From an optimization exercise on the open Yosys and OpenROAD flow, aimed at small area, a short achievable clock period and few clock cycles; shortcuts taken in it are not production practice. Where RTL was checked, it was by simulation tests only, not by an equivalence proof against the original. Power figures rest on the tool's default switching activity, not on a simulated workload.

middle:
==> module dfwt_ser, before the edit <==
module dfwt_ser (
    input  wire        clk,
    input  wire        rst,
    input  wire        push,
    input  wire [1:0]  push_kind,
    input  wire [31:0] push_val,
    output wire        free,       
    output wire        idle,       
    input  wire        tr_reset,   
    output reg         gate,
    output reg  [31:0] timestep,
    output reg         out_valid,
    input  wire        out_ready,
    output reg  [7:0]  out_byte
);
    localparam K_NONE = 2'd0, K_FLUX = 2'd1, K_BYTE = 2'd2, K_WIDX = 2'd3;
    reg [1:0]  kind;
    reg [31:0] t;
    wire       is_flux = (kind == K_FLUX);
    wire       hi_z   = (t[31:8] == 24'd0);
    wire       big    = !hi_z || (t[7] && (t[6:1] != 6'd0));   
    wire       t_ge2  = !hi_z || (t[7:1] != 7'd0);             
    wire       t_nz   = t_ge2 || t[0];
    wire       w_big  = (t[15:6] != 10'd0);                    
    wire [5:0] widx_k = w_big ? 6'd63 : t[5:0];
    wire [31:0] t_dec = t + (is_flux ? 32'hFFFF_FF7F : {26'h3FF_FFFF, ~widx_k} + 32'd1);
    reg [7:0] nbyte;
    always @(*) begin
        case (kind)
            K_FLUX: begin
                if (big)        nbyte = 8'hFF;
                else if (t_ge2) nbyte = {1'b1, t[6:0] - 7'd2};
                else if (t[0])  nbyte = {7'd0, gate};
                else            nbyte = 8'h02;
            end
            K_BYTE:  nbyte = t[7:0];
            default: nbyte = {2'b01, widx_k};
        endcase
    end
    wire [7:0] inc = out_byte[7] ? {1'b0, out_byte[6:0]} + 8'd2
                                 : {7'd0, (out_byte[7:2] == 6'd0)};
    wire ld_out = !out_valid || out_ready;
    wire last   = is_flux ? !t_nz : (kind == K_WIDX) ? !w_big : 1'b1;
    wire has    = (kind != K_NONE);
    assign free = !has || (ld_out && last);
    assign idle = !has && !out_valid;
    always @(posedge clk) begin
        if (rst) begin
            kind      <= K_NONE;
            out_valid <= 1'b0;
            gate      <= 1'b0;
            timestep  <= 32'd0;
        end else begin
            if (out_valid && out_ready)
                timestep <= timestep + {24'd0, inc};
            if (ld_out) begin
                out_valid <= has;
                if (has && kind == K_BYTE && !t[5]) gate <= t[0];
            end
            if (tr_reset) begin
                gate     <= 1'b0;
                timestep <= 32'd0;
            end
            if (push)
                kind <= push_kind;
            else if (ld_out && last)
                kind <= K_NONE;
        end
        if (ld_out && has)
            out_byte <= nbyte;
        if (push)
            t <= push_val;
        else if (ld_out && has)
            t <= (is_flux && !big) ? 32'd0 : t_dec;
    end
endmodule
==> flow/config.mk <==
export PLATFORM = sky130hd
export DESIGN_NAME = dfwt_core
export DESIGN_NICKNAME = dfwt_core
export VERILOG_FILES = /design/flow/design.v
export SDC_FILE = /design/flow/constraint.sdc
export NUM_CORES = 4
export LEC_CHECK = 0
export CAP_MARGIN = 20
export CORE_MARGIN = 2
export CORE_UTILIZATION = 40
export SETUP_SLACK_MARGIN = 5
export SLEW_MARGIN = 20
==> flow/constraint.sdc <==
create_clock -name core_clock -period 9.0 [get_ports {clk}]
set_input_delay 1.8000 -clock core_clock [delete_from_list [all_inputs] [get_ports {clk}]]
set_output_delay 1.8000 -clock core_clock [all_outputs]
set_load 0.01 [all_outputs]
run.sh (not shown) runs the stock make flow with config.mk's settings and CLKGATE_MAP_FILE= SYNTH_SCRIPT=/design/flow/synth_recipe.tcl, a recipe that flattens the netlist after the stock synthesis.
[inputs] north vs middle
-- flow/design.v --
<<< middle, line 24
    wire       w_big  = (t[15:6] != 10'd0);                    
    wire [5:0] widx_k = w_big ? 6'd63 : t[5:0];
    wire [31:0] t_dec = t + (is_flux ? 32'hFFFF_FF7F : {26'h3FF_FFFF, ~widx_k} + 32'd1);
    reg [7:0] nbyte;
    always @(*) begin
>>> north, line 24
    wire       w_big  = (t[15:6] != 10'd0);                    
    wire [5:0] widx_k = w_big ? 6'd63 : t[5:0];
    wire        lo_z   = (t[6:0] == 7'd0);
    wire [6:0]  dec_lo = t[6:0] - 7'd1;
    wire [23:0] dec_hi = t[31:8] - 24'd1;
    wire [31:0] t_129  = lo_z ? {dec_hi, t[7], 7'h7F}
                              : (t[7] ? {t[31:8], 1'b0, dec_lo} : {dec_hi, 1'b1, dec_lo});
    wire [15:0] t_widx = t[15:0] - {10'd0, widx_k};
    reg [7:0] nbyte;
    always @(*) begin
<<< middle, line 40
    wire [7:0] inc = out_byte[7] ? {1'b0, out_byte[6:0]} + 8'd2
                                 : {7'd0, (out_byte[7:2] == 6'd0)};
    wire ld_out = !out_valid || out_ready;
    wire last   = is_flux ? !t_nz : (kind == K_WIDX) ? !w_big : 1'b1;
    wire has    = (kind != K_NONE);
    assign free = !has || (ld_out && last);
    assign idle = !has && !out_valid;
    always @(posedge clk) begin
        if (rst) begin
>>> north, line 45
    wire [7:0] inc = out_byte[7] ? {1'b0, out_byte[6:0]} + 8'd2
                                 : {7'd0, (out_byte[7:2] == 6'd0)};
    wire [8:0] ts_lo = {1'b0, timestep[7:0]} + {1'b0, inc};
    reg        ts_c;
    wire ld_out = !out_valid || out_ready;
    wire last   = is_flux ? !t_nz : (kind == K_WIDX) ? !w_big : 1'b1;
    wire has    = (kind != K_NONE);
    assign free = !has || (ld_out && last);
    assign idle = !has && !out_valid && !ts_c;
    always @(posedge clk) begin
        if (rst) begin
<<< middle, line 51
            gate      <= 1'b0;
            timestep  <= 32'd0;
        end else begin
            if (out_valid && out_ready)
                timestep <= timestep + {24'd0, inc};
            if (ld_out) begin
                out_valid <= has;
>>> north, line 58
            gate      <= 1'b0;
            timestep  <= 32'd0;
            ts_c      <= 1'b0;
        end else begin
            if (ts_c)
                timestep[31:8] <= timestep[31:8] + 24'd1;
            ts_c <= 1'b0;
            if (out_valid && out_ready) begin
                timestep[7:0] <= ts_lo[7:0];
                ts_c          <= ts_lo[8];
            end
            if (ld_out) begin
                out_valid <= has;
<<< middle, line 72
            t <= push_val;
        else if (ld_out && has)
            t <= (is_flux && !big) ? 32'd0 : t_dec;
    end
endmodule
>>> north, line 85
            t <= push_val;
        else if (ld_out && has)
            t <= is_flux ? (big ? t_129 : 32'd0) : {16'd0, t_widx};
    end
endmodule
- Fmax: north higher than middle
- Re setup fix buffers added after clock tree synthesis: middle and north aren't equal, and the higher value belongs to middle.
- Side by side, maximum number of pins on one net before global-route repair turned out lower in north than in middle.
- The overall power after layout reported for north is smaller than that of middle by 1.1%.
- Compared with middle, in north summed area of non-filler cells in the final layout went down by 7.7%; data required time at the worst endpoint went down by 30 ps; normalized max-slew margin went up by 5.2 points; wire length went down by 10%; non-clock buffer total of the final layout went down by 20%.
No run of this note included a check of the RTL's function; only the layout flow was run.

---

== old ==
Another version of the RTL of dfwt_core (not shown whole).
Size: ~1600 cells after synthesis, roughly 110 I/O pins.
==> flow/config.mk <==
export PLATFORM = sky130hd
export DESIGN_NAME = dfwt_core
export DESIGN_NICKNAME = dfwt_core
export VERILOG_FILES = /design/flow/design.v
export SDC_FILE = /design/flow/constraint.sdc
export NUM_CORES = 4
export LEC_CHECK = 0
export CAP_MARGIN = 20
export CORE_MARGIN = 2
export CORE_UTILIZATION = 55
export SETUP_SLACK_MARGIN = 5
export SLEW_MARGIN = 20
==> flow/constraint.sdc <==
create_clock -name core_clock -period 9.0 [get_ports {clk}]
set_input_delay 1.8000 -clock core_clock [delete_from_list [all_inputs] [get_ports {clk}]]
set_output_delay 1.8000 -clock core_clock [all_outputs]
set_load 0.01 [all_outputs]
standard.sh (not shown) runs the stock make flow with config.mk's settings and CLKGATE_MAP_FILE= SYNTH_SCRIPT=/design/flow/synth_recipe.tcl, a recipe that flattens the netlist after the stock synthesis.
==> flow/flow/run.sh <==
#!/bin/bash
set -euo pipefail
bash standard.sh SETUP_SLACK_MARGIN=5.7 \
  "BUFFER_PORTS_ARGS=-buffer_cell sky130_fd_sc_hd__buf_1" \
  "CTS_ARGS=-sink_clustering_enable -repair_clock_nets -dont_use_dummy_load" \
  finish > standard.log 2>&1
Testbench counts of old, summed over its fixed seeds: cycles 205,357.
Input-level comparison between new and old:
-- flow/design.v --
<<< old, line 201
    reg        pend;      
    reg        zb;        
    reg        mp, mm;    
    reg        busy_r;
    reg [1:0]  crc_op;
>>> new, line 201
    reg        pend;      
    reg        zb;        
    reg        mm;        
    reg [16:0] pmx;       
    reg        busy_r;
    reg [1:0]  crc_op;
<<< old, line 238
    wire [15:0] fw_hr   = fw_hi + {{14{fw_d[1]}}, fw_d};
    wire [31:0] fw_val  = {fw_hr, fw_lo};
    wire [16:0] pmx     = mm ? {9'h0FF, ~precomp_r} : mp ? {9'd0, precomp_r} : 17'd0;
    wire [16:0] lo_b    = zb ? 17'd0 : {1'b0, fw_lo};
    wire [16:0] hf      = {2'd0, half_r};
>>> new, line 239
    wire [15:0] fw_hr   = fw_hi + {{14{fw_d[1]}}, fw_d};
    wire [31:0] fw_val  = {fw_hr, fw_lo};
    wire [16:0] lo_b    = zb ? 17'd0 : {1'b0, fw_lo};
    wire [16:0] hf      = {2'd0, half_r};
<<< old, line 294
            pend      <= 1'b0;
            zb        <= 1'b1;
            mp        <= 1'b0;
            mm        <= 1'b0;
            busy_r    <= 1'b0;
            crc_op    <= C_NONE;
>>> new, line 294
            pend      <= 1'b0;
            zb        <= 1'b1;
            mm        <= 1'b0;
            pmx       <= 17'd0;
            busy_r    <= 1'b0;
            crc_op    <= C_NONE;
<<< old, line 372
                pend <= 1'b1;
                zb   <= !real_n || sr[2];
                mp   <= (w_next == 5'b00101);
                mm   <= (w_next == 5'b10100);
                if (!real_x)
                    warm <= warm + 3'd1;
>>> new, line 372
                pend <= 1'b1;
                zb   <= !real_n || sr[2];
                mm   <= (w_next == 5'b10100);
                pmx  <= (w_next == 5'b10100) ? {9'h0FF, ~precomp_r} :
                        (w_next == 5'b00101) ? {9'd0, precomp_r} : 17'd0;
                if (!real_x)
                    warm <= warm + 3'd1;
<<< old, line 387
                    pend  <= 1'b0;
                    zb    <= 1'b1;
                    mp    <= 1'b0;
                    mm    <= 1'b0;
                    state <= S_EXEC;
                end
>>> new, line 388
                    pend  <= 1'b0;
                    zb    <= 1'b1;
                    mm    <= 1'b0;
                    pmx   <= 17'd0;
                    state <= S_EXEC;
                end
## What came out
- Of new and old, the run reporting the higher overall power after layout was new.
- In the tables for new and old, flop and latch count out of synthesis reads higher with new.
- Compared with old, new shows a lower worst slack at placement.
- In terms of portion of the layout cell area used by non-clock buffers, old and new differ only marginally.
- Delta (new minus old): required arrival time at the worst endpoint went down, part of the total power dissipated in the clock network went up, final area went up, synthesized-area fraction occupied by ao, oa, aoi and oai cells did not really move.
- After detailed routing, old needs less wire than new.
- Cmp new vs old: global-route met1 utilization lower in new
- Delta (new minus old): final RePlAce weighted congestion went up 0.71%; static leakage power went up about 2%.
- Higher global-route usage goes to new over old.
- Going from old to new, the number of clock buffers in the layout was found to have gone up by 1.
No functional check of the RTL was part of new.

---

== job 2388 ==
Another version of the RTL of dfwt_core (not shown whole).
Size: about 1600 cells after synthesis, ~250 flip-flops, roughly 15000 um2 of cells after synthesis.
==> flow/config.mk <==
export PLATFORM = sky130hd
export DESIGN_NAME = dfwt_core
export DESIGN_NICKNAME = dfwt_core
export VERILOG_FILES = /design/flow/design.v
export SDC_FILE = /design/flow/constraint.sdc
export NUM_CORES = 4
export LEC_CHECK = 0
export CAP_MARGIN = 20
export CORE_MARGIN = 2
export CORE_UTILIZATION = 55
export SETUP_SLACK_MARGIN = 5
export SLEW_MARGIN = 20
==> flow/constraint.sdc <==
create_clock -name core_clock -period 9.0 [get_ports {clk}]
set_input_delay 1.8000 -clock core_clock [delete_from_list [all_inputs] [get_ports {clk}]]
set_output_delay 1.8000 -clock core_clock [all_outputs]
set_load 0.01 [all_outputs]
Scripts as last shown in full above: flow/flow/run.sh
### job 2388 -> job 8128
--- a/flow/design.v
+++ b/flow/design.v
@@ -197,14 +197,13 @@
     reg [2:0]  warm;      
     reg [15:0] fw_lo, fw_hi;
     reg [1:0]  fw_c;
     reg        fw_b;
     reg        pend;      
     reg        zb;        
-    reg        mm;        
-    reg [16:0] pmx;       
+    reg        mp, mm;    
     reg        busy_r;
     reg [1:0]  crc_op;
     reg        rdy;       
     wire       ser_free, ser_idle;
     reg        push, tr_reset;
     reg [1:0]  push_kind;
@@ -235,12 +234,13 @@
     wire       real_x   = warm[2];
     wire       judge    = real_x && sr[3];
     wire       step     = lowering && !(judge && !ser_free);
     wire [1:0]  fw_d    = fw_c - {1'b0, fw_b};
     wire [15:0] fw_hr   = fw_hi + {{14{fw_d[1]}}, fw_d};
     wire [31:0] fw_val  = {fw_hr, fw_lo};
+    wire [16:0] pmx     = mm ? {9'h0FF, ~precomp_r} : mp ? {9'd0, precomp_r} : 17'd0;
     wire [16:0] lo_b    = zb ? 17'd0 : {1'b0, fw_lo};
     wire [16:0] hf      = {2'd0, half_r};
     wire [16:0] cs_s    = lo_b ^ pmx ^ hf;
     wire [16:0] cs_c    = (lo_b & pmx) | (lo_b & hf) | (pmx & hf);
     wire [17:0] lo_sum  = {1'b0, cs_s} + {cs_c, mm};
     wire [4:0]  w_next  = {sr[3:0], cbit};
@@ -290,14 +290,14 @@
             half_r    <= 15'd200;
             precomp_r <= 8'd0;
             sr        <= 6'd0;
             warm      <= 3'd0;
             pend      <= 1'b0;
             zb        <= 1'b1;
+            mp        <= 1'b0;
             mm        <= 1'b0;
-            pmx       <= 17'd0;
             busy_r    <= 1'b0;
             crc_op    <= C_NONE;
             rdy       <= 1'b1;
         end else begin
             crc_cur <= crc_now;
             if (crc_op == C_INIT) crc_init <= cell_buf[15:0];
@@ -368,15 +368,14 @@
                 default: ;
             endcase
             if (step) begin
                 sr   <= {sr[4:0], cbit};
                 pend <= 1'b1;
                 zb   <= !real_n || sr[2];
+                mp   <= (w_next == 5'b00101);
                 mm   <= (w_next == 5'b10100);
-                pmx  <= (w_next == 5'b10100) ? {9'h0FF, ~precomp_r} :
-                        (w_next == 5'b00101) ? {9'd0, precomp_r} : 17'd0;
                 if (!real_x)
                     warm <= warm + 3'd1;
                 if (state == S_CELLS) begin
                     if (enc && !idx[0]) last_bit <= d;
                     if (idx == 5'd0) begin
                         state <= S_IDLE;
@@ -384,14 +383,14 @@
                     end
                 end else if (pad_cnt == 2'd3) begin
                     sr    <= 6'd0;
                     warm  <= 3'd0;
                     pend  <= 1'b0;
                     zb    <= 1'b1;
+                    mp    <= 1'b0;
                     mm    <= 1'b0;
-                    pmx   <= 17'd0;
                     state <= S_EXEC;
                 end
             end
         end
         if (step) begin
             fw_lo <= lo_sum[15:0];
--- outcome ---
Job 8128 went all the way through synthesis, placement and routing and the layout is clean on timing, DRC and antenna.
The average wire length per cell after detail routing of job 8128 and that of job 2388 are within noise of each other.
Job 2388 has lower met3 wire length than job 8128.
Relative to job 2388, setup slack has gone down in job 8128.
Core utilization: job 8128 and job 2388 compared, higher one is job 2388
Min post-layout minimum cycle time across job 8128 and job 2388: job 2388
Any difference in proportion of cell area spent on the clock network between job 2388 and job 8128 is small enough to ignore.
Flops: job 8128 fewer than job 2388
No run of this note included a check of the RTL's function; only the layout flow was run.

static timing again, ports no longer ideal:
The results above use ideal ports. As a check the final layouts listed here were re-extracted and re-timed, cells and wires unchanged. Step 1 (the two cells are an assumption about what drives the block):
set clk [get_ports {clk}]
set_driving_cell -lib_cell sky130_fd_sc_hd__clkbuf_16 $clk
set_driving_cell -lib_cell sky130_fd_sc_hd__buf_2 [delete_from_list [all_inputs] $clk]
Step 2 adds t to the input delays and takes it off the output delays; t is the mean of the earliest and latest rising clock arrival at the registers after step 1. Input paths then give back, and output paths get back, about the clock's delay inside the block. a / b / c = no drivers / after step 1 / after step 2; a / b = the first two.
run | t (ns) | setup slack, ns | cell pins on the clock port's net
middle | 0.615 | 4.734 / 4.734 / 4.428 | 1
north | 0.607 | 4.934 / 4.934 / 4.447 | 1
old | 0.579 | 5.765 / 5.765 / 5.390 | 1
new | 0.579 | 5.786 / 5.786 / 5.294 | 1
job 2388 | 0.575 | 5.643 / 5.643 / 5.257 | 1
job 8128 | 0.577 | 5.534 / 5.534 / 5.319 | 1
After both steps every run listed still meets setup and hold. The setup slack of new, which loses most, moves by 0.000 ns with the drivers and by -0.492 ns with both steps.
